What follows belongs to an exercise in optimizing a design on an open flow for a short achievable clock period and few clock cycles; a production flow would make more cautious choices.
No functional check of the RTL was part of any run shown here.
Power figures rest on the tool's default switching activity, not on a simulated workload.

==> flow/design.v <==
module aaf_compositor (
    input  wire        clk,
    input  wire        rst,
    input  wire        start,
    input  wire [1:0]  cmd,
    input  wire [1:0]  depth,         
    input  wire        swap,
    input  wire        mirror_en,
    input  wire [7:0]  pal_idx,
    input  wire [15:0] width,
    input  wire [15:0] rows,
    input  wire [15:0] obj_x,         
    input  wire [15:0] blk_y,         
    input  wire [15:0] dest_x,        
    input  wire [15:0] dest_y,        
    input  wire [15:0] dest_stride,
    input  wire [15:0] dest_rows,
    input  wire [15:0] clip_x0,       
    input  wire [15:0] clip_y0,       
    input  wire [15:0] clip_x1,       
    input  wire [15:0] clip_y1,       
    input  wire [15:0] mirror_ofs,    
    input  wire [31:0] pal_addr,
    input  wire [31:0] dbuf_addr,
    input  wire [31:0] dest_addr,
    output wire        ready,
    output reg         done,
    output reg  [3:0]  status,
    output reg  [31:0] r0,
    output reg  [31:0] r1,
    output reg  [31:0] r2,
    output wire        mem_req,
    output wire        mem_we,
    output wire [31:0] mem_addr,
    output wire [31:0] mem_wdata,
    output wire [3:0]  mem_wstrb,
    input  wire [31:0] mem_rdata,
    input  wire        mem_ack
);
    localparam [3:0] ST_OK        = 4'd0;
    localparam [3:0] ST_BAD_PARAM = 4'd12;
    localparam [3:0] ST_BAD_CMD   = 4'd14;
    localparam [1:0] K_F = 2'd0, K_S = 2'd1, K_W = 2'd2, K_R = 2'd3;
    reg        ready_q;       
    reg [5:1]  stp;           
    reg        g_ok;          
    assign ready = ready_q;
    wire accept = ready_q && start;
    reg [1:0]  p_cmd, p_depth;
    reg        p_swap, p_mirror;
    reg [7:0]  p_idx;
    reg [15:0] p_width, p_rows, p_objx, p_blky, p_dx, p_dy, p_stride, p_drows;
    reg [15:0] p_cx0, p_cy0, p_cx1, p_cy1, p_mofs;
    reg [31:0] p_pal, p_dbuf, p_dest;
    wire isidx = !p_depth[1];
    reg [15:0]  cache_color [0:255];
    reg [255:0] cache_valid;
    reg        q0_v, q0_we, q0_last;
    reg [29:0] q0_addr;
    reg [31:0] q0_wdata;
    reg [3:0]  q0_strb;
    reg [1:0]  q0_kind;
    reg [7:0]  q0_idx;
    reg        q1_v, q1_we, q1_last;
    reg [29:0] q1_addr;
    reg [31:0] q1_wdata;
    reg [3:0]  q1_strb;
    reg [1:0]  q1_kind;
    reg [7:0]  q1_idx;
    assign mem_req   = q0_v;
    assign mem_we    = q0_we;
    assign mem_addr  = {q0_addr, 2'b00};
    assign mem_wdata = q0_wdata;
    assign mem_wstrb = q0_strb;
    wire qspace  = !q1_v;
    wire q0_free = !q0_v || mem_ack;
    reg        cq_v;
    reg [1:0]  cq_kind;
    reg [7:0]  cq_idx;
    reg [31:0] rd_q;
    wire [15:0] rq_color  = {rd_q[23:19], rd_q[15:10], rd_q[7:3]};
    wire [15:0] rq_result = p_swap ? {rq_color[7:0], rq_color[15:8]} : rq_color;
    wire        cq_s      = cq_v && (cq_kind == K_S);
    wire signed [20:0] ox   = {{5{p_objx[15]}}, p_objx};
    wire signed [20:0] by1  = {{5{p_blky[15]}}, p_blky};
    wire signed [20:0] dx0  = {{5{p_dx[15]}},   p_dx};
    wire signed [20:0] dy0  = {{5{p_dy[15]}},   p_dy};
    wire signed [20:0] cx0  = {{5{p_cx0[15]}},  p_cx0};
    wire signed [20:0] cy0  = {{5{p_cy0[15]}},  p_cy0};
    wire signed [20:0] cx1  = {{5{p_cx1[15]}},  p_cx1};
    wire signed [20:0] cy1  = {{5{p_cy1[15]}},  p_cy1};
    wire signed [20:0] mo   = {{5{p_mofs[15]}}, p_mofs};
    wire signed [20:0] wid  = {5'd0, p_width};
    wire signed [20:0] nrw  = {5'd0, p_rows};
    wire signed [20:0] strd = {5'd0, p_stride};
    wire signed [20:0] drw  = {5'd0, p_drows};
    wire xa_ge_b = cx0 >= ox,  xa_ge_c = cx0 >= dx0, xb_ge_c = ox >= dx0;
    wire xselA = xa_ge_b && xa_ge_c;
    wire xselB = !xselA && xb_ge_c;
    wire ya_ge_b = cy0 >= by1, ya_ge_c = cy0 >= dy0, yb_ge_c = by1 >= dy0;
    wire yselA = ya_ge_b && ya_ge_c;
    wire yselB = !yselA && yb_ge_c;
    wire signed [20:0] c1_X1 = xselA ? cx0 : xselB ? ox : dx0;
    wire [20:0] d_cx0_ox  = cx0 - ox,  d_dx0_ox  = dx0 - ox;
    wire [20:0] d_cx0_dx0 = cx0 - dx0, d_ox_dx0  = ox - dx0;
    wire [20:0] d_cy0_by1 = cy0 - by1, d_dy0_by1 = dy0 - by1;
    wire [20:0] d_cy0_dy0 = cy0 - dy0, d_by1_dy0 = by1 - dy0;
    wire [15:0] c1_sxa  = xselA ? d_cx0_ox[15:0]  : xselB ? 16'd0 : d_dx0_ox[15:0];
    wire [15:0] c1_col0 = xselA ? d_cx0_dx0[15:0] : xselB ? d_ox_dx0[15:0] : 16'd0;
    wire [15:0] c1_sy0  = yselA ? d_cy0_by1[15:0] : yselB ? 16'd0 : d_dy0_by1[15:0];
    wire [15:0] c1_row0 = yselA ? d_cy0_dy0[15:0] : yselB ? d_by1_dy0[15:0] : 16'd0;
    wire signed [20:0] ux1 = ox + wid - 21'sd1;
    wire signed [20:0] ux2 = dx0 + strd - 21'sd1;
    wire signed [20:0] uy1 = by1 + nrw - 21'sd1;
    wire signed [20:0] uy2 = dy0 + drw - 21'sd1;
    wire xu_ab = cx1 <= ux1, xu_ac = cx1 <= ux2, xu_bc = ux1 <= ux2;
    wire yu_ab = cy1 <= uy1, yu_ac = cy1 <= uy2, yu_bc = uy1 <= uy2;
    wire xuselA = xu_ab && xu_ac;
    wire yuselA = yu_ab && yu_ac;
    wire [20:0] d_cx1_ox = cx1 - ox;
    wire [20:0] d_ux2_ox = dx0 + strd - 21'sd1 - ox;
    wire [20:0] d_cy1_by1 = cy1 - by1;
    wire [20:0] d_uy2_by1 = dy0 + drw - 21'sd1 - by1;
    wire [15:0] c1_sxb = xuselA ? d_cx1_ox[15:0]  : xu_bc ? (p_width - 16'd1) : d_ux2_ox[15:0];
    wire [15:0] c1_syb = yuselA ? d_cy1_by1[15:0] : yu_bc ? (p_rows - 16'd1)  : d_uy2_by1[15:0];
    wire signed [20:0] c1_X2 = xuselA ? cx1 : xu_bc ? ux1 : ux2;
    wire c1_empty =
        (cx0 > cx1) || (cx0 > ux1) || (cx0 > ux2) ||
        (ox  > cx1) || (p_width == 16'd0) || (ox > ux2) ||
        (dx0 > cx1) || (dx0 > ux1) || (p_stride == 16'd0) ||
        (cy0 > cy1) || (cy0 > uy1) || (cy0 > uy2) ||
        (by1 > cy1) || (p_rows == 16'd0) || (by1 > uy2) ||
        (dy0 > cy1) || (dy0 > uy1) || (p_drows == 16'd0);
    reg signed [20:0] X1, X2, Ssum;
    reg [15:0] sxa, sxb, col0, sy0, syb, row0;
    reg [16:0] bpr;           
    wire [16:0] c2_byteoff = (p_depth == 2'd0) ? {2'b0, sxa[15:1]} :
                             (p_depth == 2'd1) ? {1'b0, sxa} : {sxa, 1'b0};
    wire [31:0] c2_fa    = p_dbuf + {15'd0, c2_byteoff};
    wire [31:0] c2_nfa   = p_dbuf + {15'd0, c2_byteoff} + {15'd0, bpr};
    wire [15:0] c2_dx    = sxb - sxa;
    wire [16:0] c2_nrows = {1'b0, syb - sy0} + 17'd1;
    wire [16:0] c2_npx   = {1'b0, c2_dx} + 17'd1;
    wire [17:0] c2_span  = (p_depth == 2'd0) ? {3'd0, sxb[15:1] - sxa[15:1]} :
                           (p_depth == 2'd1) ? {2'd0, c2_dx} : {1'b0, c2_dx, 1'b1};
    wire        c2_fast  = (sy0 == 16'd0);
    wire [2:0]  c2_x0    = {1'b0, c2_fa[1:0]} + {1'b0, c2_span[1:0]};
    wire [16:0] c2_wc0   = c2_span[17:2] + 17'd1 + {16'd0, c2_x0[2]};
    reg [31:0] fa_base;
    reg [20:0] ppA0, ppA1, ppA2, ppA3;
    reg [19:0] ppB0, ppB1, ppB2, ppB3;
    reg [16:0] n_px, n_rows;
    reg signed [20:0] colm0;
    reg        slow, fast;
    reg [17:0] span;
    reg [16:0] wbase;         
    reg [31:0] prodA, prodB;
    reg signed [20:0] klo, khi;
    reg [2:0]  gapc;
    wire [16:0] gap_c = bpr - span[16:0];
    wire [31:0] c4_fa  = fa_base + prodA;
    wire [31:0] c4_nfa = fa_base + prodA + {15'd0, bpr};
    wire [2:0]  c4_x0  = {1'b0, c4_fa[1:0]} + {1'b0, span[1:0]};
    wire [16:0] c4_wc0 = wbase + {16'd0, c4_x0[2]};
    reg [31:0] fifo [0:7];
    reg [2:0]  fwp, frp;
    reg [3:0]  fcnt;          
    reg [3:0]  f_used;        
    reg [16:0] f_rows;        
    reg [29:0] f_wa;          
    reg [16:0] f_wcnt;        
    reg [1:0]  f_falo;        
    reg [31:0] f_nfa;         
    wire        f_want  = (f_rows != 17'd0) && (f_wcnt != 17'd0) && !f_used[3];
    wire        f_advok = g_ok || (f_rows == 17'd1);
    wire [1:0]  f_lalo  = f_falo + span[1:0];
    wire        f_nsh   = ({1'b0, f_lalo} + gapc) < 3'd4;    
    wire [2:0]  f_nx    = {1'b0, f_nfa[1:0]} + {1'b0, span[1:0]};
    wire [16:0] f_nwc   = wbase + {16'd0, f_nx[2]} - {16'd0, f_nsh};
    reg        x_act;
    reg [16:0] x_rows, x_rem, x_k;
    reg [2:0]  x_pos;
    reg        x_lane, x_rlane, x_first;
    reg [1:0]  x_falo;
    wire [3:0]  ppw    = (p_depth == 2'd0) ? 4'd8 : (p_depth == 2'd1) ? 4'd4 : 4'd2;
    wire [31:0] w_head  = fifo[frp];
    wire [31:0] w_head1 = fifo[frp + 3'd1];
    wire [63:0] xwin   = {w_head1, w_head};
    function [15:0] xpix(input [63:0] win, input [3:0] u, input [1:0] dep);
        reg [7:0] b;
        begin
            if (dep == 2'd0) begin
                b = win[8*u[3:1] +: 8];
                xpix = {12'd0, u[0] ? b[3:0] : b[7:4]};
            end else if (dep == 2'd1)
                xpix = {8'd0, win[8*u[2:0] +: 8]};
            else
                xpix = win[16*u[1:0] +: 16];
        end
    endfunction
    wire        x_cnt2    = !(slow || x_lane || (x_rem == 17'd1));
    wire [3:0]  x_pos4    = {1'b0, x_pos};
    wire        x_strad   = x_cnt2 && (x_pos4 == ppw - 4'd1);
    wire        x_have    = x_strad ? (fcnt >= 4'd2) : (fcnt != 4'd0);
    wire [15:0] x_pa      = xpix(xwin, x_pos4, p_depth);
    wire [15:0] x_pb      = xpix(xwin, x_pos4 + 4'd1, p_depth);
    wire [3:0]  x_npos    = x_pos4 + (x_cnt2 ? 4'd2 : 4'd1);
    wire        x_adv     = x_npos >= ppw;
    wire [3:0]  x_pafter  = x_adv ? x_npos - ppw : x_npos;
    wire        x_rowend  = x_cnt2 ? (x_rem == 17'd2) : (x_rem == 17'd1);
    wire        x_lastrow = (x_rows == 17'd1);
    wire [1:0]  x_lalo    = x_falo + span[1:0];
    wire        x_sh      = ({1'b0, x_lalo} + gapc) < 3'd4;
    wire [1:0]  x_nfalo   = x_falo + bpr[1:0];
    wire [2:0]  x_npos0   = (p_depth == 2'd0) ? {x_nfalo, sxa[0]} :
                            (p_depth == 2'd1) ? {1'b0, x_nfalo} : {2'b0, x_nfalo[1]};
    wire signed [20:0] x_ks  = {4'd0, x_k};
    wire signed [20:0] x_ks1 = {4'd0, x_k} + 21'sd1;
    wire        x_mva     = (x_ks >= klo) && (x_ks <= khi);
    wire        x_mvb     = (x_ks1 >= klo) && (x_ks1 <= khi);
    reg        l_v, l_cnt2, l_first, l_last, l_cl, l_mva, l_mvb;
    reg [15:0] l_a, l_b;
    reg        s_v, s_cnt2, s_first, s_last, s_cl, s_mva, s_mvb, s_ma, s_mb, s_abeq;
    reg [15:0] s_a, s_b;
    reg [3:0]  s_issued;      
    reg [3:0]  pc_cnt;        
    wire       s_want = s_v && (s_ma || s_mb);
    wire [7:0] s_ridx = s_ma ? s_a[7:0] : s_b[7:0];
    reg        a_v, a_cnt2, a_first, a_last, a_cl, a_mva, a_mvb;
    reg [15:0] a_a, a_b;
    reg [3:0]  a_tag;
    reg [30:0] w_h, w_m, w_rowh, w_rowm;    
    reg        c_v, c_mv;                   
    reg [15:0] c_col;
    wire [3:0]  a_tagd = pc_cnt - a_tag;
    wire        a_tagok = !a_tagd[3];
    wire        a_fwa  = cq_s && (cq_idx == a_a[7:0]);
    wire        a_fwb  = cq_s && (cq_idx == a_b[7:0]);
    wire [15:0] a_ca   = !isidx ? a_a : a_fwa ? rq_result : cache_color[a_a[7:0]];
    wire [15:0] a_cb   = !isidx ? a_b : a_fwb ? rq_result : cache_color[a_b[7:0]];
    reg        m_v, m_cl, m_cnt2, m_m1en, m_m2en;
    reg [29:0] m_paddr, m_m1addr, m_m2addr;
    reg [31:0] m_pdata, m_m1data, m_m2data;
    reg [3:0]  m_pstrb, m_m1strb, m_m2strb;
    reg        k_v, k_cl, k_cnt2, k_m1en, k_m2en;
    reg [29:0] k_paddr, k_m1addr, k_m2addr;
    reg [31:0] k_pdata, k_m1data, k_m2data;
    reg [3:0]  k_pstrb, k_m1strb, k_m2strb;
    reg [1:0]  w_ph;
    wire [29:0] w_caddr = (w_ph == 2'd0) ? m_paddr : (w_ph == 2'd1) ? m_m1addr : m_m2addr;
    wire [31:0] w_cdata = (w_ph == 2'd0) ? m_pdata : (w_ph == 2'd1) ? m_m1data : m_m2data;
    wire [3:0]  w_cstrb = (w_ph == 2'd0) ? m_pstrb : (w_ph == 2'd1) ? m_m1strb : m_m2strb;
    wire        w_glast = (w_ph == 2'd0) ? !(m_m1en || m_m2en) : (w_ph == 2'd1) ? !m_m2en : 1'b1;
    wire r_want = stp[1] && (p_cmd == 2'd2) &&
                  !(p_depth[1] || (p_depth == 2'd0 && p_idx[7:4] != 4'd0));
    wire z_want = (stp[2] && c2_fast) || (stp[4] && !fast);
    wire [29:0] z_addr = stp[2] ? c2_fa[31:2] : c4_fa[31:2];
    wire zr     = r_want || z_want;
    wire push_s = qspace && !zr && s_want;
    wire push_f = qspace && !zr && !s_want && f_want;
    wire push_w = qspace && !zr && !s_want && !f_want && m_v;
    wire push   = (qspace && zr) || push_s || push_f || push_w;
    reg        n_we, n_last;
    reg [29:0] n_addr;
    reg [31:0] n_wdata;
    reg [3:0]  n_strb;
    reg [1:0]  n_kind;
    always @(*) begin
        n_we    = 1'b0;
        n_last  = 1'b0;
        n_wdata = w_cdata;
        n_strb  = w_cstrb;
        if (r_want) begin
            n_kind = K_R;
            n_addr = p_pal[31:2] + {22'd0, p_idx};
        end else if (z_want) begin
            n_kind = K_F;
            n_addr = z_addr;
        end else if (s_want) begin
            n_kind = K_S;
            n_addr = p_pal[31:2] + {22'd0, s_ridx};
        end else if (f_want) begin
            n_kind = K_F;
            n_addr = f_wa;
        end else begin
            n_kind = K_W;
            n_we   = 1'b1;
            n_addr = w_caddr;
            n_last = m_cl && w_glast;
        end
    end
    wire w_pop  = push_w && w_glast;
    wire a_pass = a_v && a_tagok && !k_v;
    wire a_free = !a_v || a_pass;
    wire s_ma2  = s_ma && !push_s;
    wire s_mb2  = s_mb && !(push_s && (!s_ma || s_abeq));
    wire s_pass = s_v && !s_ma2 && !s_mb2 && a_free;
    wire s_free = !s_v || s_pass;
    wire l_go   = l_v && s_free;
    wire l_free = !l_v || l_go;
    wire x_go   = x_act && l_free && x_have;
    wire [1:0] x_pop = !x_go ? 2'd0 :
                       !x_rowend ? {1'b0, x_adv} :
                       (!x_lastrow && x_sh) ? {1'b0, x_adv} :
                       ({1'b0, x_adv} + {1'b0, (x_pafter != 4'd0)});
    wire l_ma = isidx && !cache_valid[l_a[7:0]] && !(push_s && s_ridx == l_a[7:0]);
    wire l_mb = isidx && l_cnt2 && !cache_valid[l_b[7:0]] && !(push_s && s_ridx == l_b[7:0]);
    wire [30:0] pl_h = a_first ? w_rowh : w_h;
    wire [30:0] pl_m = a_first ? w_rowm : w_m;
    wire        pl_flush = a_last || slow;
    wire [3:0]  pl_pstrb = a_cnt2 ? 4'b1111 : (pl_h[0] ? 4'b1100 : 4'b0011);
    wire [31:0] pl_pdata = a_cnt2 ? {a_cb, a_ca} : {a_ca, a_ca};
    reg  [3:0]  pl_m1strb, pl_m2strb;
    reg  [31:0] pl_m1data, pl_m2data;
    reg         pl_cv, pl_cmv;
    reg  [15:0] pl_ccol;
    always @(*) begin
        pl_m1strb = 4'b0000;
        pl_m2strb = 4'b0000;
        pl_m1data = {a_ca, a_cb};
        pl_m2data = {a_cb, a_cb};
        pl_cv     = 1'b0;
        pl_cmv    = c_mv;
        pl_ccol   = c_col;
        if (p_mirror) begin
            if (pl_m[0]) begin
                if (a_cnt2) begin
                    pl_m1strb = {{2{a_mva}}, {2{a_mvb}}};
                    pl_m1data = {a_ca, a_cb};
                end else if (pl_flush) begin
                    pl_m1strb = {{2{a_mva}}, 2'b00};
                    pl_m1data = {a_ca, a_ca};
                end else begin
                    pl_cv   = 1'b1;
                    pl_cmv  = a_mva;
                    pl_ccol = a_ca;
                end
            end else begin
                pl_m1strb = {{2{c_v && c_mv}}, {2{a_mva}}};
                pl_m1data = {c_col, a_ca};
                if (a_cnt2) begin
                    if (pl_flush) begin
                        pl_m2strb = {{2{a_mvb}}, 2'b00};
                        pl_m2data = {a_cb, a_cb};
                    end else begin
                        pl_cv   = 1'b1;
                        pl_cmv  = a_mvb;
                        pl_ccol = a_cb;
                    end
                end
            end
        end
    end
    wire [29:0] pl_paddr  = pl_h[30:1];
    wire [29:0] pl_m1addr = pl_m[30:1];
    wire [29:0] pl_m2addr = pl_m[30:1] - 30'd1;
    wire        pl_m1en   = |pl_m1strb;
    wire        pl_m2en   = |pl_m2strb;
    wire m_take = !m_v || w_pop;
    always @(posedge clk) begin
        if (rst) begin
            ready_q     <= 1'b1;
            stp         <= 5'd0;
            g_ok        <= 1'b0;
            done        <= 1'b0;
            status      <= ST_OK;
            r0          <= 32'd0;
            r1          <= 32'd0;
            r2          <= 32'd0;
            cache_valid <= 256'd0;
            q0_v        <= 1'b0;
            q1_v        <= 1'b0;
            cq_v        <= 1'b0;
            fwp         <= 3'd0;
            frp         <= 3'd0;
            fcnt        <= 4'd0;
            f_used      <= 4'd0;
            f_rows      <= 17'd0;
            x_act       <= 1'b0;
            l_v         <= 1'b0;
            s_v         <= 1'b0;
            s_issued    <= 4'd0;
            pc_cnt      <= 4'd0;
            a_v         <= 1'b0;
            c_v         <= 1'b0;
            m_v         <= 1'b0;
            k_v         <= 1'b0;
        end else begin
            done <= 1'b0;
            stp  <= {stp[4:1], 1'b0};
            if (accept) begin
                p_cmd    <= cmd;
                p_depth  <= depth;
                p_swap   <= swap;
                p_mirror <= mirror_en;
                p_idx    <= pal_idx;
                p_width  <= width;
                p_rows   <= rows;
                p_objx   <= obj_x;
                p_blky   <= blk_y;
                p_dx     <= dest_x;
                p_dy     <= dest_y;
                p_stride <= dest_stride;
                p_drows  <= dest_rows;
                p_cx0    <= clip_x0;
                p_cy0    <= clip_y0;
                p_cx1    <= clip_x1;
                p_cy1    <= clip_y1;
                p_mofs   <= mirror_ofs;
                p_pal    <= pal_addr;
                p_dbuf   <= dbuf_addr;
                p_dest   <= dest_addr;
                r0       <= 32'd0;
                r1       <= 32'd0;
                r2       <= 32'd0;
                status   <= ST_OK;
                ready_q  <= 1'b0;
                g_ok     <= 1'b0;
                stp      <= 5'b00001;
            end
            if (stp[1]) begin
                X1    <= c1_X1;
                X2    <= c1_X2;
                sxa   <= c1_sxa;
                sxb   <= c1_sxb;
                col0  <= c1_col0;
                sy0   <= c1_sy0;
                syb   <= c1_syb;
                row0  <= c1_row0;
                Ssum  <= ox + ox + wid + wid + mo - 21'sd1;
                bpr   <= (p_depth == 2'd0) ? ({1'b0, p_width} + 17'd1) >> 1 :
                         (p_depth == 2'd1) ? {1'b0, p_width} : {p_width, 1'b0};
                case (p_cmd)
                    2'd0: begin
                        if (p_depth == 2'd3) begin
                            status  <= ST_BAD_PARAM;
                            done    <= 1'b1;
                            ready_q <= 1'b1;
                            stp     <= 5'd0;
                        end else if (c1_empty) begin
                            done    <= 1'b1;
                            ready_q <= 1'b1;
                            stp     <= 5'd0;
                        end
                    end
                    2'd1: begin
                        cache_valid <= 256'd0;
                        done        <= 1'b1;
                        ready_q     <= 1'b1;
                        stp         <= 5'd0;
                    end
                    2'd2: begin
                        stp <= 5'd0;
                        if (!r_want) begin
                            status  <= ST_BAD_PARAM;
                            done    <= 1'b1;
                            ready_q <= 1'b1;
                        end
                    end
                    default: begin
                        status  <= ST_BAD_CMD;
                        done    <= 1'b1;
                        ready_q <= 1'b1;
                        stp     <= 5'd0;
                    end
                endcase
            end
            if (stp[2]) begin
                fa_base <= c2_fa;
                n_px    <= c2_npx;
                n_rows  <= c2_nrows;
                span    <= c2_span;
                wbase   <= c2_span[17:2] + 17'd1;
                colm0   <= Ssum - dx0 - X1;
                slow    <= p_mirror && (Ssum <= X2 + X2) && (Ssum >= X1 + X1);
                fast    <= c2_fast;
                ppA0 <= bpr * sy0[3:0];
                ppA1 <= bpr * sy0[7:4];
                ppA2 <= bpr * sy0[11:8];
                ppA3 <= bpr * sy0[15:12];
                ppB0 <= p_stride * row0[3:0];
                ppB1 <= p_stride * row0[7:4];
                ppB2 <= p_stride * row0[11:8];
                ppB3 <= p_stride * row0[15:12];
                x_lane  <= p_dest[1] ^ (row0[0] & p_stride[0]) ^ col0[0];
                x_rlane <= p_dest[1] ^ (row0[0] & p_stride[0]) ^ col0[0];
                if (c2_fast) begin
                    f_rows <= c2_nrows;
                    f_wa   <= c2_fa[31:2] + 30'd1;
                    f_wcnt <= c2_wc0 - 17'd1;
                    f_falo <= c2_fa[1:0];
                    f_nfa  <= c2_nfa;
                    x_act  <= 1'b1;
                    x_rows <= c2_nrows;
                    x_rem  <= c2_npx;
                    x_k    <= 17'd0;
                    x_pos  <= (p_depth == 2'd0) ? {c2_fa[1:0], sxa[0]} :
                              (p_depth == 2'd1) ? {1'b0, c2_fa[1:0]} : {2'b0, c2_fa[1]};
                    x_first <= 1'b1;
                    x_falo <= c2_fa[1:0];
                end
            end
            if (stp[3]) begin
                prodA <= {11'd0, ppA0} + {7'd0, ppA1, 4'd0} + {3'd0, ppA2, 8'd0} + {ppA3[19:0], 12'd0};
                prodB <= {12'd0, ppB0} + {8'd0, ppB1, 4'd0} + {4'd0, ppB2, 8'd0} + {ppB3, 12'd0};
                gapc  <= (gap_c > 17'd4) ? 3'd4 : gap_c[2:0];
                klo   <= colm0 - strd + 21'sd1;
                khi   <= colm0;
                g_ok  <= 1'b1;
            end
            if (stp[4]) begin
                w_rowh <= p_dest[31:1] + prodB[30:0] + {15'd0, col0};
                w_rowm <= p_dest[31:1] + prodB[30:0] + {{10{colm0[20]}}, colm0};
                if (!fast) begin
                    f_rows <= n_rows;
                    f_wa   <= c4_fa[31:2] + 30'd1;
                    f_wcnt <= c4_wc0 - 17'd1;
                    f_falo <= c4_fa[1:0];
                    f_nfa  <= c4_nfa;
                    x_act  <= 1'b1;
                    x_rows <= n_rows;
                    x_rem  <= n_px;
                    x_k    <= 17'd0;
                    x_pos  <= (p_depth == 2'd0) ? {c4_fa[1:0], sxa[0]} :
                              (p_depth == 2'd1) ? {1'b0, c4_fa[1:0]} : {2'b0, c4_fa[1]};
                    x_first <= 1'b1;
                    x_falo <= c4_fa[1:0];
                end
            end
            if (q0_free) begin
                if (q1_v) begin
                    q0_v     <= 1'b1;
                    q0_we    <= q1_we;
                    q0_last  <= q1_last;
                    q0_addr  <= q1_addr;
                    q0_wdata <= q1_wdata;
                    q0_strb  <= q1_strb;
                    q0_kind  <= q1_kind;
                    q0_idx   <= q1_idx;
                    q1_v     <= 1'b0;
                end else begin
                    q0_v     <= push;
                    q0_we    <= n_we;
                    q0_last  <= n_last;
                    q0_addr  <= n_addr;
                    q0_wdata <= n_wdata;
                    q0_strb  <= n_strb;
                    q0_kind  <= n_kind;
                    q0_idx   <= s_ridx;
                end
            end else if (push) begin
                q1_v     <= 1'b1;
                q1_we    <= n_we;
                q1_last  <= n_last;
                q1_addr  <= n_addr;
                q1_wdata <= n_wdata;
                q1_strb  <= n_strb;
                q1_kind  <= n_kind;
                q1_idx   <= s_ridx;
            end
            cq_v    <= q0_v && mem_ack;
            cq_kind <= q0_kind;
            cq_idx  <= q0_idx;
            rd_q    <= mem_rdata;
            if (q0_v && mem_ack && q0_kind == K_S)
                pc_cnt <= pc_cnt + 4'd1;
            if (q0_v && mem_ack && q0_last) begin
                done    <= 1'b1;
                ready_q <= 1'b1;
            end
            if (cq_v && cq_kind == K_R) begin
                r0      <= {16'd0, rq_result};
                done    <= 1'b1;
                ready_q <= 1'b1;
            end
            if (cq_s)
                cache_color[cq_idx] <= rq_result;
            if (cq_v && cq_kind == K_F) begin
                fifo[fwp] <= rd_q;
                fwp       <= fwp + 3'd1;
            end
            frp    <= frp + {1'b0, x_pop};
            fcnt   <= fcnt + {3'd0, cq_v && cq_kind == K_F} - {2'd0, x_pop};
            f_used <= f_used + {3'd0, push_f || (qspace && z_want)} - {2'd0, x_pop};
            if (f_rows != 17'd0 && f_advok && (f_wcnt == 17'd0 || (push_f && f_wcnt == 17'd1))) begin
                f_rows <= f_rows - 17'd1;
                f_wa   <= f_nfa[31:2] + {29'd0, f_nsh};
                f_wcnt <= f_nwc;
                f_falo <= f_nfa[1:0];
                f_nfa  <= f_nfa + {15'd0, bpr};
            end else if (push_f) begin
                f_wa   <= f_wa + 30'd1;
                f_wcnt <= f_wcnt - 17'd1;
            end
            if (x_go) begin
                l_a     <= x_pa;
                l_b     <= x_pb;
                l_cnt2  <= x_cnt2;
                l_first <= x_first;
                l_last  <= x_rowend;
                l_cl    <= x_rowend && x_lastrow;
                l_mva   <= x_mva;
                l_mvb   <= x_mvb;
                if (!x_rowend) begin
                    x_pos   <= x_pafter[2:0];
                    x_rem   <= x_rem - (x_cnt2 ? 17'd2 : 17'd1);
                    x_k     <= x_k + (x_cnt2 ? 17'd2 : 17'd1);
                    x_lane  <= x_lane ^ !x_cnt2;
                    x_first <= 1'b0;
                end else begin
                    x_rows  <= x_rows - 17'd1;
                    if (x_lastrow) x_act <= 1'b0;
                    x_pos   <= x_npos0;
                    x_rem   <= n_px;
                    x_k     <= 17'd0;
                    x_lane  <= x_rlane ^ p_stride[0];
                    x_rlane <= x_rlane ^ p_stride[0];
                    x_first <= 1'b1;
                    x_falo  <= x_nfalo;
                end
            end
            if (x_go)
                l_v <= 1'b1;
            else if (l_go)
                l_v <= 1'b0;
            if (push_s) begin
                cache_valid[s_ridx] <= 1'b1;
                r2 <= r2 + 32'd1;
            end
            s_issued <= s_issued + {3'd0, push_s};
            if (l_go) begin
                s_v     <= 1'b1;
                s_a     <= l_a;
                s_b     <= l_b;
                s_cnt2  <= l_cnt2;
                s_first <= l_first;
                s_last  <= l_last;
                s_cl    <= l_cl;
                s_mva   <= l_mva;
                s_mvb   <= l_mvb;
                s_ma    <= l_ma;
                s_mb    <= l_mb;
                s_abeq  <= (l_a[7:0] == l_b[7:0]);
            end else begin
                s_ma <= s_ma2;
                s_mb <= s_mb2;
                if (s_pass)
                    s_v <= 1'b0;
            end
            if (s_pass) begin
                a_v     <= 1'b1;
                a_a     <= s_a;
                a_b     <= s_b;
                a_cnt2  <= s_cnt2;
                a_first <= s_first;
                a_last  <= s_last;
                a_cl    <= s_cl;
                a_mva   <= s_mva;
                a_mvb   <= s_mvb;
                a_tag   <= s_issued + {3'd0, push_s};
            end else if (a_pass)
                a_v <= 1'b0;
            if (a_pass) begin
                w_h   <= pl_h + (a_cnt2 ? 31'd2 : 31'd1);
                w_m   <= pl_m - (a_cnt2 ? 31'd2 : 31'd1);
                c_v   <= pl_cv;
                c_mv  <= pl_cmv;
                c_col <= pl_ccol;
                if (a_first) begin
                    w_rowh <= w_rowh + {15'd0, p_stride};
                    w_rowm <= w_rowm + {15'd0, p_stride};
                end
            end
            if (push_w) begin
                if (w_ph == 2'd0) r0 <= r0 + (m_cnt2 ? 32'd2 : 32'd1);
                else r1 <= r1 + {31'd0, w_cstrb[3]} + {31'd0, w_cstrb[0]};
                if (!w_glast)
                    w_ph <= (w_ph == 2'd0 && m_m1en) ? 2'd1 : 2'd2;
            end
            if (m_take) begin
                w_ph <= 2'd0;
                if (k_v) begin
                    m_v      <= 1'b1;
                    m_cl     <= k_cl;
                    m_cnt2   <= k_cnt2;
                    m_paddr  <= k_paddr;
                    m_pdata  <= k_pdata;
                    m_pstrb  <= k_pstrb;
                    m_m1en   <= k_m1en;
                    m_m1addr <= k_m1addr;
                    m_m1data <= k_m1data;
                    m_m1strb <= k_m1strb;
                    m_m2en   <= k_m2en;
                    m_m2addr <= k_m2addr;
                    m_m2data <= k_m2data;
                    m_m2strb <= k_m2strb;
                    k_v      <= 1'b0;
                end else begin
                    m_v      <= a_pass;
                    m_cl     <= a_cl;
                    m_cnt2   <= a_cnt2;
                    m_paddr  <= pl_paddr;
                    m_pdata  <= pl_pdata;
                    m_pstrb  <= pl_pstrb;
                    m_m1en   <= pl_m1en;
                    m_m1addr <= pl_m1addr;
                    m_m1data <= pl_m1data;
                    m_m1strb <= pl_m1strb;
                    m_m2en   <= pl_m2en;
                    m_m2addr <= pl_m2addr;
                    m_m2data <= pl_m2data;
                    m_m2strb <= pl_m2strb;
                end
            end else if (a_pass) begin
                k_v      <= 1'b1;
                k_cl     <= a_cl;
                k_cnt2   <= a_cnt2;
                k_paddr  <= pl_paddr;
                k_pdata  <= pl_pdata;
                k_pstrb  <= pl_pstrb;
                k_m1en   <= pl_m1en;
                k_m1addr <= pl_m1addr;
                k_m1data <= pl_m1data;
                k_m1strb <= pl_m1strb;
                k_m2en   <= pl_m2en;
                k_m2addr <= pl_m2addr;
                k_m2data <= pl_m2data;
                k_m2strb <= pl_m2strb;
            end
        end
    end
endmodule
==> flow/run.sh <==
#!/bin/bash
# synth_recipe.tcl (not shown) runs the flow's synth.tcl, then flattens the netlist and writes it again
# the make line also repeats each setting of config.mk as NAME=value (left out here)
make -C /OpenROAD-flow-scripts/flow DESIGN_CONFIG=/design/flow/config.mk WORK_HOME=/design/flow/orfs CLKGATE_MAP_FILE= SYNTH_SCRIPT=/design/flow/synth_recipe.tcl finish
==> flow/config.mk <==
export PLATFORM = sky130hd
export DESIGN_NAME = aaf_compositor
export DESIGN_NICKNAME = aaf_compositor
export VERILOG_FILES = /design/flow/design.v
export SDC_FILE = /design/flow/constraint.sdc
export NUM_CORES = 8
export LEC_CHECK = 0
export ABC_CLOCK_PERIOD_IN_PS = 4000
export CAP_MARGIN = 20
export CORE_MARGIN = 2
export CORE_UTILIZATION = 40
export PLACE_DENSITY = 0.55
export SETUP_SLACK_MARGIN = 5
export SLEW_MARGIN = 20
export SYNTH_MEMORY_MAX_BITS = 8192
==> flow/constraint.sdc <==
create_clock -name core_clock -period 12.0 [get_ports {clk}]
set_input_delay 2.4000 -clock core_clock [delete_from_list [all_inputs] [get_ports {clk}]]
set_output_delay 2.4000 -clock core_clock [all_outputs]
set_load 0.01 [all_outputs]
==> results of run 1 <==
logic make-up (layout without fill, tap and decap cells):
kind of cell | Yosys count | after routing
and+or+nand+nor | 5240 | 5240
muxes | 3652 | 3652
adders and majority gates | 1865 | 1865
xor gates and xnor gates | 1123 | 1123
other | 1 | 108
buffers and inverters | 2588 | 3722
AOI/OAI and AO/OA | 3833 | 3833
DFF | 6610 | 6610
power by group:
group / internal [µW] / switching (µW) / leakage, µW / total (µW)
combinational: 1870 / 3570 / 0.0690 / 5440
clock: 13100 / 9710 / 0.0116 / 22800
sequential: 25700 / 263 / 0.0596 / 26000
total: 40700 / 13500 / 0.140 / 54200
cell usage after synthesis, types with 110 or more instances:
cell and instances:
a21o_1 272, inv_1 1201, a22oi_1 266, nor3_1 317
fa_1 370, dfxtp_1 428, o21ai_0 764, mux4_2 3037
a211oi_1 197, o21bai_1 114, nand3_1 408, nand4_1 177
o21a_1 163, a21oi_1 986, nor2b_1 236, ha_1 1493
xor2_1 344, clkbuf_1 997, and3_1 144, nand2b_1 110
nand2_1 1511, nor2_1 1684, buf_2 124, edfxtp_1 6182
a31oi_1 116, xnor2_1 776, mux2i_1 337, mux2_2 278
buf_1 248, o211ai_1 190, and2_1 253
routing by layer:
| layer | global-route usage [%] | vias to the layer above | share of wire, % |
|---|---|---|---|
| li1 | - | 99570 | - |
| met1 | 38.80 | 123400 | 42 |
| met2 | 39.05 | 11630 | 43 |
| met3 | 7.333 | 1886 | 11 |
| met4 | 8.332 | 90 | 3.4 |
| met5 | 0 | - | 0.046 |
area by class of cell:
type	instances	area [µm²]
Clock buffer	959	20330
Timing Repair Buffer	1170	10830
Multi-Input combinational cell	15720	162200
Inverter	1212	4584
Sequential cell	6610	194300
Fill cell	79380	496800
Tap cell	12140	15190
Clock inverter	381	3373
Antenna cell	106	265.3
through the flow:
stage	util, %	worst slack, ns	area, µm²
after floorplan	-	3.954	364100
after global placement	42.54	3.095	386200
after detailed placement	42.55	3.205	386200
after CTS	45.20	5.001	410300
after global routing	45.26	4.975	410900
final	45.28	5.085	411100
worst paths after layout:
path	to	depth (start not counted)	slack, ns
min	a_a[11]$_DFFE_PP_	0	0.40
max reg2reg	sxb[0]$_DFFE_PP_	22	5.08
min reg2reg	a_a[11]$_DFFE_PP_	0	0.40
max	sxb[0]$_DFFE_PP_	22	5.08
repair_timing:
action,in CTS,in global routing
hold buffers,0,0
pin swaps,4,10
gates resized for setup,45,47
buffers inserted,16,21
endpoints found under the setup margin,40,47
==> results.sh, run 1 <==
export IMPL_ys_seq_area_share_pct=53.35
export IMPL_fin_setup_tns_ns=0
export IMPL_max_vdd_ir_drop_v=0.0001369
export IMPL_grt_first_pass_wirelength_um=1745000
export IMPL_arrival_ns=7.77
export IMPL_worst_hold_path_type="register to register"
export IMPL_fin_crit_sh_pct=57.63
export IMPL_synth_edf_count=6182
export IMPL_drive_gt1_share_pct=21.30
export IMPL_yosysUniqueCellTypes=102
export IMPL_clock_latency_ns=1.17
export IMPL_drc_errors=0
export IMPL_maxCapViolCount=0
export IMPL_place_port_buffers=520
export IMPL_grtUsageTotal_pct=26.68
export IMPL_slowest_stage="or4_1"
export IMPL_critical_path_top_delay_family="compound AO/OA/AOI/OAI gates"
export IMPL_synthMuxAreaShare_pct=20.57
export IMPL_grt_max_degree=152
export IMPL_dp_cells=36810
export IMPL_synth_seq_cells=6610
export IMPL_slowest_delay_ns=0.64
export IMPL_min_from="s_a[11]$_DFFE_PP_"
export IMPL_timing_rr_start="p_objx[2]$_DFFE_PP_"
export IMPL_hpwl_um=859700
export IMPL_power_per_cell_area_nw_per_um2=131.9
export IMPL_area_growth_pct=12.91
export IMPL_syn_cell_area_um2=364000
export IMPL_layout_commonest_cell="edfxtp_1"
export IMPL_synthXorXnorAreaFrac_pct=2.713
export IMPL_synth_compound_area_share_pct=6.823
export IMPL_criticalPathCategory="register to register"
export IMPL_largest_register="cache_color"
export IMPL_synthAdderAreaFrac_pct=7.172
export IMPL_fmax_mhz=144.6
export IMPL_hold_ws_ns=0.4038
export IMPL_avgSynthCellArea_um2=14.61
export IMPL_place_congestion=0.9361
export IMPL_rows=350
export IMPL_syn_instance_count=24910
export IMPL_die_w_um=958
export IMPL_setup_viol=0
export IMPL_ioPinCount=526
export IMPL_p_leak_uw=0.1401
export IMPL_routed_wl_um=1255000
export IMPL_synth_top_family_by_area="multiplexers"
export IMPL_clk_pin_slew_worst_paths_ns=0.06
export IMPL_layout_common_cells="edfxtp_1, mux4_2, nand2_1"
export IMPL_worst_pin_slew_ns=1.364
export IMPL_drt_wirelength_per_cell_um=32.76
export IMPL_yosys_area_share_simple_pct=6.650
export IMPL_layout_cells_non_filler=38300
export IMPL_overflow=0
export IMPL_num_vias=236600
export IMPL_die_area_um2=917800
export IMPL_clkSinkCount=6610
export IMPL_report_final_slew_viol_count=0
export IMPL_start_util_pct=40.10
export IMPL_status="no timing/DRC/antenna violations"
export IMPL_antenna_found_initial=232
export IMPL_yosys_area_top_type="edfxtp_1"
export IMPL_h_tree_depth=6
export IMPL_synth_top_area_share_pct=50.99
export IMPL_ys_warn_count=1
export IMPL_path_cells="clkinvlp_4 -> ha_1 -> inv_1 -> ha_1 -> a21o_1 -> a21oi_1 -> o21ai_0 -> nand4_1 -> nand3_1 -> a31o_2 -> a311o_1 -> a21oi_1 -> xnor2_1 -> inv_1 -> ha_1 -> and3_1 -> nand3_1 -> or4_1 -> o31a_4 -> buf_8 -> mux2_2 -> mux2i_1"
export IMPL_power_total_uw=54210
export IMPL_grt_setup_unrepaired="yes"
export IMPL_top_regs="cache_color (4096), cache_valid (256), fifo (256)"
export IMPL_crit_start="p_objx[2]$_DFFE_PP_"
export IMPL_final_nets=27690
export IMPL_crit_path_frequent_cell="ha_1"
export IMPL_final_hold_viol_count=0
export IMPL_synthFlopType="edfxtp_1"
export IMPL_grt_pass1_vias=229100
export IMPL_ant_nets=0
export IMPL_ys_async_sr_fraction_pct=0
export IMPL_cts_buffer_depth=5
export IMPL_clockRootBuffer="clkbuf_16"
export IMPL_fp_dieH_um=958
export IMPL_cp_start_kind="register"
export IMPL_finalCriticalPeriod_ns=6.915
export IMPL_cp_num_buf_inv=4
export IMPL_cts_made_buffers=762
export IMPL_relSlewSlack_pct=9.035
export IMPL_first_pass_iters=8
export IMPL_end_kind="register"
export IMPL_clock_skew_ns=0.1129
export IMPL_yosys_top_cells_area="edfxtp_1, mux4_2, ha_1"
export IMPL_vias_per_cell=6.178
export IMPL_crit_fanout=21
export IMPL_cts_tree="done"
export IMPL_dr_first_iter_drc_count=30620
export IMPL_largest_reg_flops=4096
export IMPL_core_area_um2=907800
export IMPL_required_ns=12.86
==> run 2, diff against run 1 <==
--- a/flow/design.v
+++ b/flow/design.v
@@ -52,6 +52,10 @@
     reg [15:0] p_width, p_rows, p_objx, p_blky, p_dx, p_dy, p_stride, p_drows;
     reg [15:0] p_cx0, p_cy0, p_cx1, p_cy1, p_mofs;
     reg [31:0] p_pal, p_dbuf, p_dest;
+    reg signed [20:0] p_ux1, p_ux2, p_uy1, p_uy2, p_Ssum;
+    reg [15:0] p_d_cx0_ox, p_d_dx0_ox, p_d_cx0_dx0, p_d_ox_dx0;
+    reg [15:0] p_d_cy0_by1, p_d_dy0_by1, p_d_cy0_dy0, p_d_by1_dy0;
+    reg [15:0] p_d_cx1_ox, p_d_ux2_ox, p_d_cy1_by1, p_d_uy2_by1, p_wm1, p_rm1;
     wire isidx = !p_depth[1];
     reg [15:0]  cache_color [0:255];
     reg [255:0] cache_valid;
@@ -101,28 +105,20 @@
     wire yselA = ya_ge_b && ya_ge_c;
     wire yselB = !yselA && yb_ge_c;
     wire signed [20:0] c1_X1 = xselA ? cx0 : xselB ? ox : dx0;
-    wire [20:0] d_cx0_ox  = cx0 - ox,  d_dx0_ox  = dx0 - ox;
-    wire [20:0] d_cx0_dx0 = cx0 - dx0, d_ox_dx0  = ox - dx0;
-    wire [20:0] d_cy0_by1 = cy0 - by1, d_dy0_by1 = dy0 - by1;
-    wire [20:0] d_cy0_dy0 = cy0 - dy0, d_by1_dy0 = by1 - dy0;
-    wire [15:0] c1_sxa  = xselA ? d_cx0_ox[15:0]  : xselB ? 16'd0 : d_dx0_ox[15:0];
-    wire [15:0] c1_col0 = xselA ? d_cx0_dx0[15:0] : xselB ? d_ox_dx0[15:0] : 16'd0;
-    wire [15:0] c1_sy0  = yselA ? d_cy0_by1[15:0] : yselB ? 16'd0 : d_dy0_by1[15:0];
-    wire [15:0] c1_row0 = yselA ? d_cy0_dy0[15:0] : yselB ? d_by1_dy0[15:0] : 16'd0;
-    wire signed [20:0] ux1 = ox + wid - 21'sd1;
-    wire signed [20:0] ux2 = dx0 + strd - 21'sd1;
-    wire signed [20:0] uy1 = by1 + nrw - 21'sd1;
-    wire signed [20:0] uy2 = dy0 + drw - 21'sd1;
+    wire [15:0] c1_sxa  = xselA ? p_d_cx0_ox  : xselB ? 16'd0 : p_d_dx0_ox;
+    wire [15:0] c1_col0 = xselA ? p_d_cx0_dx0 : xselB ? p_d_ox_dx0 : 16'd0;
+    wire [15:0] c1_sy0  = yselA ? p_d_cy0_by1 : yselB ? 16'd0 : p_d_dy0_by1;
+    wire [15:0] c1_row0 = yselA ? p_d_cy0_dy0 : yselB ? p_d_by1_dy0 : 16'd0;
+    wire signed [20:0] ux1 = p_ux1;
+    wire signed [20:0] ux2 = p_ux2;
+    wire signed [20:0] uy1 = p_uy1;
+    wire signed [20:0] uy2 = p_uy2;
     wire xu_ab = cx1 <= ux1, xu_ac = cx1 <= ux2, xu_bc = ux1 <= ux2;
     wire yu_ab = cy1 <= uy1, yu_ac = cy1 <= uy2, yu_bc = uy1 <= uy2;
     wire xuselA = xu_ab && xu_ac;
     wire yuselA = yu_ab && yu_ac;
-    wire [20:0] d_cx1_ox = cx1 - ox;
-    wire [20:0] d_ux2_ox = dx0 + strd - 21'sd1 - ox;
-    wire [20:0] d_cy1_by1 = cy1 - by1;
-    wire [20:0] d_uy2_by1 = dy0 + drw - 21'sd1 - by1;
-    wire [15:0] c1_sxb = xuselA ? d_cx1_ox[15:0]  : xu_bc ? (p_width - 16'd1) : d_ux2_ox[15:0];
-    wire [15:0] c1_syb = yuselA ? d_cy1_by1[15:0] : yu_bc ? (p_rows - 16'd1)  : d_uy2_by1[15:0];
+    wire [15:0] c1_sxb = xuselA ? p_d_cx1_ox  : xu_bc ? p_wm1 : p_d_ux2_ox;
+    wire [15:0] c1_syb = yuselA ? p_d_cy1_by1 : yu_bc ? p_rm1 : p_d_uy2_by1;
     wire signed [20:0] c1_X2 = xuselA ? cx1 : xu_bc ? ux1 : ux2;
     wire c1_empty =
         (cx0 > cx1) || (cx0 > ux1) || (cx0 > ux2) ||
@@ -222,6 +218,7 @@
     reg [15:0] l_a, l_b;
     reg        s_v, s_cnt2, s_first, s_last, s_cl, s_mva, s_mvb, s_ma, s_mb, s_abeq;
     reg [15:0] s_a, s_b;
+    reg [29:0] s_pa, s_pb;    
     reg [3:0]  s_issued;      
     reg [3:0]  pc_cnt;        
     wire       s_want = s_v && (s_ma || s_mb);
@@ -278,7 +275,7 @@
             n_addr = z_addr;
         end else if (s_want) begin
             n_kind = K_S;
-            n_addr = p_pal[31:2] + {22'd0, s_ridx};
+            n_addr = s_ma ? s_pa : s_pb;
         end else if (f_want) begin
             n_kind = K_F;
             n_addr = f_wa;
@@ -388,7 +385,28 @@
         end else begin
             done <= 1'b0;
             stp  <= {stp[4:1], 1'b0};
-            if (accept) begin
+            if (ready_q) begin
+                p_ux1       <= $signed({{5{obj_x[15]}}, obj_x}) + $signed({5'd0, width}) - 21'sd1;
+                p_ux2       <= $signed({{5{dest_x[15]}}, dest_x}) + $signed({5'd0, dest_stride}) - 21'sd1;
+                p_uy1       <= $signed({{5{blk_y[15]}}, blk_y}) + $signed({5'd0, rows}) - 21'sd1;
+                p_uy2       <= $signed({{5{dest_y[15]}}, dest_y}) + $signed({5'd0, dest_rows}) - 21'sd1;
+                p_Ssum      <= $signed({{5{obj_x[15]}}, obj_x}) + $signed({{5{obj_x[15]}}, obj_x})
+                               + $signed({5'd0, width}) + $signed({5'd0, width})
+                               + $signed({{5{mirror_ofs[15]}}, mirror_ofs}) - 21'sd1;
+                p_d_cx0_ox  <= clip_x0 - obj_x;
+                p_d_dx0_ox  <= dest_x - obj_x;
+                p_d_cx0_dx0 <= clip_x0 - dest_x;
+                p_d_ox_dx0  <= obj_x - dest_x;
+                p_d_cy0_by1 <= clip_y0 - blk_y;
+                p_d_dy0_by1 <= dest_y - blk_y;
+                p_d_cy0_dy0 <= clip_y0 - dest_y;
+                p_d_by1_dy0 <= blk_y - dest_y;
+                p_d_cx1_ox  <= clip_x1 - obj_x;
+                p_d_ux2_ox  <= dest_x + dest_stride - 16'd1 - obj_x;
+                p_d_cy1_by1 <= clip_y1 - blk_y;
+                p_d_uy2_by1 <= dest_y + dest_rows - 16'd1 - blk_y;
+                p_wm1       <= width - 16'd1;
+                p_rm1       <= rows - 16'd1;
                 p_cmd    <= cmd;
                 p_depth  <= depth;
                 p_swap   <= swap;
@@ -410,6 +428,8 @@
                 p_pal    <= pal_addr;
                 p_dbuf   <= dbuf_addr;
                 p_dest   <= dest_addr;
+            end
+            if (accept) begin
                 r0       <= 32'd0;
                 r1       <= 32'd0;
                 r2       <= 32'd0;
@@ -427,7 +447,7 @@
                 sy0   <= c1_sy0;
                 syb   <= c1_syb;
                 row0  <= c1_row0;
-                Ssum  <= ox + ox + wid + wid + mo - 21'sd1;
+                Ssum  <= p_Ssum;
                 bpr   <= (p_depth == 2'd0) ? ({1'b0, p_width} + 17'd1) >> 1 :
                          (p_depth == 2'd1) ? {1'b0, p_width} : {p_width, 1'b0};
                 case (p_cmd)
@@ -641,6 +661,8 @@
                 s_ma    <= l_ma;
                 s_mb    <= l_mb;
                 s_abeq  <= (l_a[7:0] == l_b[7:0]);
+                s_pa    <= p_pal[31:2] + {22'd0, l_a[7:0]};
+                s_pb    <= p_pal[31:2] + {22'd0, l_b[7:0]};
             end else begin
                 s_ma <= s_ma2;
                 s_mb <= s_mb2;
==> run 2 against run 1 <==
Effect of this change:
- flip-flop and latch count rose by 363
- clock-buffer cell count down 29
- fmax grew 3.1%
- largest power group unchanged
- first-iteration DRC count is 0.15% lower
- utilization rose by 0.10 points
- sequential power up 7%
- critical path type is now primary input to register
- combinational power is 8.8% higher
- hold slack improved by 0.0097 ns
- global-route usage decreased by 0.93 points
==> results.sh, run 2 <==
export IMPL_status="no timing/DRC/antenna violations"
export IMPL_area_growth_pct=12.99
export IMPL_worst_hold_path_type="register to register"
export IMPL_ys_async_sr_fraction_pct=0
export IMPL_synth_edf_count=6545
export IMPL_finalCriticalPeriod_ns=6.706
export IMPL_ioPinCount=526
export IMPL_yosys_area_share_simple_pct=6.385
export IMPL_first_pass_iters=6
export IMPL_yosys_top_cells_area="edfxtp_1, mux4_2, ha_1"
export IMPL_place_congestion=0.9350
export IMPL_layout_commonest_cell="edfxtp_1"
export IMPL_ant_nets=0
export IMPL_syn_cell_area_um2=379800
export IMPL_end_kind="register"
export IMPL_arrival_ns=7.52
export IMPL_avgSynthCellArea_um2=14.73
export IMPL_cp_start_kind="primary input"
export IMPL_synth_top_area_share_pct=51.75
export IMPL_ys_seq_area_share_pct=54.01
export IMPL_syn_instance_count=25780
export IMPL_synthXorXnorAreaFrac_pct=2.619
export IMPL_num_vias=243100
export IMPL_synthFlopType="edfxtp_1"
export IMPL_h_tree_depth=6
export IMPL_maxCapViolCount=0
export IMPL_synthMuxAreaShare_pct=20.22
export IMPL_grt_max_degree=257
export IMPL_pre_cts_slack_ns=4.066
export IMPL_cts_made_buffers=783
export IMPL_yosysMostFrequentCell="edfxtp_1"
export IMPL_drt_wirelength_per_cell_um=31.93
export IMPL_multi_input_area_um2=165600
export IMPL_layout_setup_ws_ns=5.294
export IMPL_criticalPathCategory="primary input to register"
export IMPL_hpwl_um=865400
export IMPL_final_hold_viol_count=0
export IMPL_clock_skew_ns=0.1738
export IMPL_layout_cells_non_filler=39650
export IMPL_setup_viol=0
export IMPL_fin_crit_sh_pct=55.88
export IMPL_hold_ws_ns=0.4135
export IMPL_place_port_buffers=520
export IMPL_fin_area_um2=429100
export IMPL_crit_fanout=4
export IMPL_clock_latency_ns=1.16
export IMPL_drc_errors=0
export IMPL_power_per_cell_area_nw_per_um2=136.4
export IMPL_largest_reg_flops=4096
export IMPL_post_cts_setup_buffers=0
export IMPL_p_leak_uw=0.1483
export IMPL_grt_pass1_vias=235200
export IMPL_vias_per_cell=6.130
export IMPL_cts_buffer_depth=5
export IMPL_dp_cells=38150
export IMPL_worst_pin_slew_ns=1.283
export IMPL_layout_common_cells="edfxtp_1, mux4_2, ha_1"
export IMPL_grtUsageMet1_pct=36.95
export IMPL_grtUsageTotal_pct=25.75
export IMPL_top_regs="cache_color (4096), cache_valid (256), fifo (256)"
export IMPL_cts_tree="done"
export IMPL_met2_usage_pct=38.89
export IMPL_dr_first_iter_drc_count=30580
export IMPL_grt_first_pass_wirelength_um=1774000
export IMPL_yosys_area_top_type="edfxtp_1"
export IMPL_drive_gt1_share_pct=21.38
export IMPL_clockRootBuffer="clkbuf_16"
export IMPL_core_area_um2=945600
export IMPL_synth_seq_cells=6973
export IMPL_relSlewSlack_pct=14.49
export IMPL_seqCellArea_um2=205200
export IMPL_cts_resized=2
export IMPL_switching_share_pct=25.06
export IMPL_rows=357
export IMPL_power_frac_comb_pct=10.1
export IMPL_synthAdderAreaFrac_pct=7.484
export IMPL_synth_compound_area_share_pct=6.417
export IMPL_met3_usage_pct=5.550
export IMPL_seqPwrFrac_pct=47.5
export IMPL_p_sw_uw=14660
export IMPL_final_nets=28760
export IMPL_largest_register="cache_color"
export IMPL_report_final_slew_viol_count=0
export IMPL_required_ns=12.82
export IMPL_fp_dieH_um=978.4
export IMPL_max_vdd_ir_drop_v=0.0001241
export IMPL_routed_wl_um=1266000
export IMPL_gr_max_usage_layer="met2"
export IMPL_fmax_mhz=149.1
export IMPL_antenna_found_initial=147
export IMPL_p_int_uw=43860
export IMPL_overflow=0
export IMPL_fillers=82350
export IMPL_yosysUniqueCellTypes=108
export IMPL_dpl_cell_area_um2=402700
export IMPL_clk_pin_slew_worst_paths_ns=0.06
export IMPL_start_util_pct=40.16
export IMPL_clkSinkCount=6973
export IMPL_p_clk_share_pct=42.4
export IMPL_die_w_um=978.4
export IMPL_grt_setup_unrepaired="yes"
export IMPL_ys_warn_count=1
export IMPL_die_area_um2=957300
export IMPL_postCtsHoldBufs=0
export IMPL_synth_common_cells="edfxtp_1, mux4_2, nor2_1"
export IMPL_synth_top_family_by_area="multiplexers"
[run 2: changes by cell type in the layout (fill, tap and decap cells not counted), sizes merged, moves of 37 or more]
| cell | delta |
|---|---|
| o21ai | +42 |
| diode | -40 |
| ha | +137 |
| nand3 | -57 |
| a21boi | +41 |
| edfxtp | +363 |
| o211ai | -65 |
| clkinv | +37 |
| a211oi | +50 |
| a21o | +66 |
| inv | +267 |
| bufinv | +45 |
| mux2 | +94 |
[run 2: routing by layer]
metal	part of all wire (%)	vias up
met5	0.019	-
met4	4.0	36
met3	9.7	1997
met2	44	11930
met1	42	126700
li1	-	102400
[run 2: logic make-up after synthesis]
family / count (synthesis)
DFF: 6973
and+or+nand+nor: 5210
AOI/OAI and AO/OA: 3800
muxes: 3796
buffers and inverters: 2833
adders and majority gates: 2031
xor gates and xnor gates: 1135
other: 1
[run 2: worst max-delay path, stage by stage]
cell and delay (ns):
clkdlybuf4s50_1 0.68, inv_1 0.24, ha_1 0.37, inv_1 0.08, fa_1 0.46, ha_1 0.29
a21o_1 0.18, a21oi_1 0.23, o21ai_0 0.12, a21oi_1 0.28, o21ai_0 0.26, a211oi_1 0.52
o21ai_0 0.21, a31oi_1 0.40, nor2b_1 0.10, o21a_1 0.22, o41a_1 0.33, xor2_1 0.15
[run 2: cell type report]
cell class / count / area share [%]
Clock inverter: 500 / 1.294
Tap cell: 12570 / 3.664
Sequential cell: 6973 / 47.81
Inverter: 1450 / 1.271
Timing Repair Buffer: 1193 / 2.565
Antenna cell: 66 / 0.03849
Clock buffer: 930 / 4.774
Multi-Input combinational cell: 15970 / 38.58
[run 2: path summary, 6_finish.rpt]
path / cells after the start / slack [ns] / to / from
setup / recovery: 18 / 5.29 / p_Ssum[19]$_DFFE_PP_ / obj_x[2]
hold / removal: 0 / 0.41 / Ssum[3]$_DFFE_PP_ / p_Ssum[3]$_DFFE_PP_
setup reg to reg: 18 / 5.36 / f_wa[29]$_DFFE_PN_ / p_depth[0]$_DFFE_PP_
hold reg to reg: 0 / 0.41 / Ssum[3]$_DFFE_PP_ / p_Ssum[3]$_DFFE_PP_
[run 2: power groups by stage]
stage	clock [µW]	combinational [µW]	sequential [µW]
2_1_floorplan	0	3660	28200
3_3_place_gp	0	5740	28300
3_5_place_dp	0	5820	28300
4_1_cts	25200	5850	27800
5_1_grt	26100	6450	27800
6_report	24800	5920	27800
[run 2: per-stage QoR]
| step | util (%) | power [µW] | setup TNS (ns) |
|---|---|---|---|
| 6_report | 45.38 | 58520 | 0 |
| 4_1_cts | 45.34 | 58800 | 0 |
| 3_3_place_gp | 42.58 | 34040 | 0 |
| 5_1_grt | 45.37 | 60300 | 0 |
| 3_5_place_dp | 42.59 | 34110 | 0 |
| 2_1_floorplan | - | 31820 | -147.66 |
==> run 3, diff against run 2 <==
==> flow/flow/run.sh (new file) <==
#!/bin/bash
set -euo pipefail
MARGIN=${MARGIN:-8}
sed "s/SETUP_SLACK_MARGIN=[^ ]*/SETUP_SLACK_MARGIN=${MARGIN}/" standard.sh > standard_margin.sh
grep -q "SETUP_SLACK_MARGIN=${MARGIN}" standard_margin.sh
bash standard_margin.sh > make_flow.log 2>&1
==> flow/standard.sh (new file) <==
#!/bin/bash
# synth_recipe.tcl (not shown) runs the flow's synth.tcl, then flattens the netlist and writes it again
# the make line also repeats each setting of config.mk as NAME=value (left out here)
make -C /OpenROAD-flow-scripts/flow DESIGN_CONFIG=/design/flow/config.mk WORK_HOME=/design/flow/orfs CLKGATE_MAP_FILE= SYNTH_SCRIPT=/design/flow/synth_recipe.tcl "${@:-finish}"
removed: flow/run.sh
==> run 3 against run 2 <==
Effect of this change:
- die area did not move
- final area rose by 7.3%
- first-iteration DRC count rose by 3.8%
- hold slack got worse by 0.0015 ns
- sequential power barely moved
- register-to-register slack improved by 1.2 ns
- critical path depth rose by 6
- final cell count rose by 3.9%
- critical path type is now register to register
- highest routed layer unchanged
==> results.sh, run 3 <==
export IMPL_largest_reg_flops=4096
export IMPL_switching_share_pct=25.55
export IMPL_layout_commonest_cell="edfxtp_1"
export IMPL_fin_crit_sh_pct=45.55
export IMPL_clkSinkCount=6973
export IMPL_overflow=0
export IMPL_layout_cells_non_filler=41180
export IMPL_clock_latency_ns=1.16
export IMPL_dp_cells=38150
export IMPL_drt_wirelength_per_cell_um=33.02
export IMPL_cts_tree="done"
export IMPL_clockRootBuffer="clkbuf_16"
export IMPL_syn_instance_count=25780
export IMPL_yosys_area_top_type="edfxtp_1"
export IMPL_num_vias=254400
export IMPL_synth_seq_cells=6973
export IMPL_h_tree_depth=6
export IMPL_yosysUniqueCellTypes=108
export IMPL_max_vdd_ir_drop_v=0.0001255
export IMPL_synth_edf_count=6545
export IMPL_setup_viol=0
export IMPL_worstRegToRegCells=24
export IMPL_antenna_found_initial=161
export IMPL_hpwl_um=865400
export IMPL_hold_end="Ssum[3]$_DFFE_PP_"
export IMPL_power_per_cell_area_nw_per_um2=130.6
export IMPL_drive_gt1_share_pct=32.65
export IMPL_min_from="p_Ssum[3]$_DFFE_PP_"
export IMPL_grt_first_pass_wirelength_um=1873000
export IMPL_final_hold_viol_count=0
export IMPL_grt_setup_unrepaired="yes"
export IMPL_maxCapViolCount=0
export IMPL_end_kind="register"
export IMPL_grt_pass1_vias=245100
export IMPL_ys_async_sr_fraction_pct=0
export IMPL_p_clk_share_pct=41.3
export IMPL_cp_start_kind="register"
export IMPL_p_leak_uw=0.1619
export IMPL_fillers=79580
export IMPL_first_pass_iters=8
export IMPL_postCtsHoldBufs=0
export IMPL_worst_pin_slew_ns=1.316
export IMPL_fmax_mhz=183.0
export IMPL_syn_cell_area_um2=379800
export IMPL_arrival_ns=6.47
export IMPL_p_sw_uw=15370
export IMPL_finalCriticalPeriod_ns=5.466
export IMPL_area_growth_pct=21.24
export IMPL_clk_pin_slew_worst_paths_ns=0.06
export IMPL_seqPwrFrac_pct=46.2
export IMPL_top_regs="cache_color (4096), cache_valid (256), fifo (256)"
export IMPL_dr_first_iter_drc_count=31730
export IMPL_relSlewSlack_pct=12.27
export IMPL_place_congestion=0.9350
export IMPL_drc_errors=0
export IMPL_p_int_uw=44780
export IMPL_required_ns=13.00
export IMPL_worst_hold_path_type="register to register"
export IMPL_die_w_um=978.4
export IMPL_cts_buffer_depth=5
export IMPL_report_final_slew_viol_count=0
export IMPL_hold_ws_ns=0.4120
export IMPL_yosys_top_cells_area="edfxtp_1, mux4_2, ha_1"
export IMPL_crit_fanout=3
export IMPL_reg2reg_slack_ns=6.53
export IMPL_cts_made_buffers=783
export IMPL_layout_common_cells="edfxtp_1, mux4_2, ha_1"
export IMPL_synthFlopType="edfxtp_1"
export IMPL_yosysMostFrequentCell="edfxtp_1"
export IMPL_fin_area_um2=460500
export IMPL_power_frac_comb_pct=12.5
export IMPL_holdPathStages=0
export IMPL_place_port_buffers=520
export IMPL_dpl_cell_area_um2=402700
export IMPL_synth_common_cells="edfxtp_1, mux4_2, nor2_1"
export IMPL_timing_rr_start="x_rem[13]$_DFFE_PN_"
export IMPL_grtUsageTotal_pct=27.39
export IMPL_final_nets=30280
export IMPL_regToRegEndpoint="f_used[2]$_SDFF_PP0_"
export IMPL_ys_seq_area_share_pct=54.01
export IMPL_core_area_um2=945600
export IMPL_rows=357
export IMPL_ys_warn_count=1
export IMPL_status="no timing/DRC/antenna violations"
export IMPL_avgSynthCellArea_um2=14.73
export IMPL_ant_nets=0
export IMPL_ioPinCount=526
export IMPL_die_area_um2=957300
export IMPL_vias_per_cell=6.179
export IMPL_fin_util_pct=48.69
export IMPL_synth_top_area_share_pct=51.75
export IMPL_routed_wl_um=1360000
export IMPL_power_total_uw=60160
export IMPL_largest_register="cache_color"
export IMPL_fp_dieH_um=978.4
export IMPL_clock_skew_ns=0.1760
export IMPL_start_util_pct=40.16
export IMPL_grt_max_degree=257
export IMPL_criticalPathCategory="register to register"
[run 3: changes by cell type in the layout (fill, tap and decap cells not counted), moves of 131 or more]
cell             delta
ha_1              -157
ha_4              +131
buf_6             +454
inv_1             -153
a21oi_1           -208
clkdlybuf4s50_1   -288
buf_16            +169
buf_4             +813
o21ai_2           +228
o21ai_0           -336
buf_12            +131
a21oi_2           +161
[run 3: what timing repair did]
action,in CTS,in global routing
gates cloned,164,19
gates resized for setup,3803,1234
setup buffers,921,423
pin swaps,779,781
setup endpoints to repair,3806,1858
[run 3: cell type report]
class / count / area, µm² / share of cell area, %
Antenna cell: 71 / 177.7 / 0.03858
Clock buffer: 930 / 20490 / 4.449
Clock inverter: 500 / 5553 / 1.206
Inverter: 1450 / 5702 / 1.238
Multi-Input combinational cell: 15980 / 176800 / 38.40
Sequential cell: 6973 / 205500 / 44.62
Tap cell: 12570 / 15720 / 3.414
Timing Repair Buffer: 2708 / 30570 / 6.639
[run 3: through the flow]
stage | setup slack (ns) | setup TNS (ns)
2_1_floorplan | -0.2389 | -147.66
3_3_place_gp | 4.074 | 0
3_5_place_dp | 4.066 | 0
4_1_cts | 6.590 | 0
5_1_grt | 6.394 | 0
6_report | 6.534 | 0
[run 3: per-layer routing]
| metal | up-vias | track usage (%) | wire length (µm) | part of all wire (%) |
|---|---|---|---|---|
| met2 | 13600 | 40.86 | 596300 | 44 |
| met1 | 132400 | 38.44 | 546400 | 40 |
| met4 | 80 | 11.44 | 68440 | 5.0 |
| met3 | 2677 | 6.768 | 148100 | 11 |
| li1 | 105700 | - | - | - |
| met5 | - | 0 | 555 | 0.041 |
[run 3: kinds of logic after synthesis]
family	Yosys count	share of synthesized area (%)
flops	6973	54.01
simple gates	5210	6.385
compound gates	3800	6.417
mux	3796	20.22
buf+inv	2833	2.869
fa+ha+maj	2031	7.484
xor+xnor	1135	2.619
other cells	1	0.0009874
[run 3: worst max-delay path, stage by stage, from the launching register on]
cell and delay (ns):
edfxtp_1 0.41, or3_4 0.42, nor3_4 0.22, a311o_1 0.22
buf_6 0.11, inv_1 0.05, buf_6 0.12, fa_2 0.36
xor2_2 0.25, ha_1 0.28, a21o_1 0.19, a21o_4 0.22
mux2_4 0.31, or4b_4 0.50, ha_4 0.29, mux2i_4 0.07
nor2_4 0.17, buf_12 0.15, ha_4 0.19, inv_2 0.06
ha_4 0.13, inv_2 0.04, fa_2 0.32, xor2_1 0.16
nor2_1 0.06
[run 3: worst max-delay path by stage]
stage	cells past startpoint	slack, ns	start	endpoint
floorplan	3	-0.24	rst	p_Ssum[0]$_DFFE_PP_
global placement	18	4.07	obj_x[1]	p_Ssum[19]$_DFFE_PP_
detailed placement	18	4.07	obj_x[1]	p_Ssum[19]$_DFFE_PP_
CTS	26	6.59	x_rem[13]$_DFFE_PN_	f_used[2]$_SDFF_PP0_
global route	26	6.39	x_rem[13]$_DFFE_PN_	f_used[2]$_SDFF_PP0_
finish	24	6.53	x_rem[13]$_DFFE_PN_	f_used[2]$_SDFF_PP0_
[run 3: power groups by stage]
stage                     Sequential (µW)  Combinational, µW  Clock (µW)
after floorplan                     28200               3660           0
after global routing                27800               8070       26100
after CTS                           27800               6860       25200
after detailed placement            28300               5820           0
final                               27800               7530       24900
after global placement              28300               5740           0

## what the ideal ports hide
Ports are ideal in the flow. The routed layouts listed here were re-timed in OpenROAD. Step 1: set_driving_cell puts a clkbuf_16 on clk and a buf_2 on each other input, an assumption about the parent block. Step 2 moves the port delays by t, midway between the first and last clock arrival at a register: inputs arrive t later, outputs are due t later. That takes back most of the time a late clock gives input paths. a / b / c = no drivers / after step 1 / after step 2; a / b = the first two.
run	t, ns	setup slack, ns	latest minus earliest clock arrival (ns)	slew at the worst register clock pin (ns)	worst slew at a driven data input, ns
run 1	1.272	5.085 / 5.085 / 5.085	0.130 / 0.131	0.07 / 0.07	0.36
run 2	1.216	5.294 / 5.358 / 4.193	0.180 / 0.180	0.07 / 0.07	0.25
run 3	1.247	6.534 / 6.534 / 5.765	0.183 / 0.182	0.07 / 0.07	0.24
After both steps setup and hold are still met in every run listed. For run 2, which loses most, drivers alone change the setup slack by +0.064 ns; drivers and shift together by -1.101 ns.
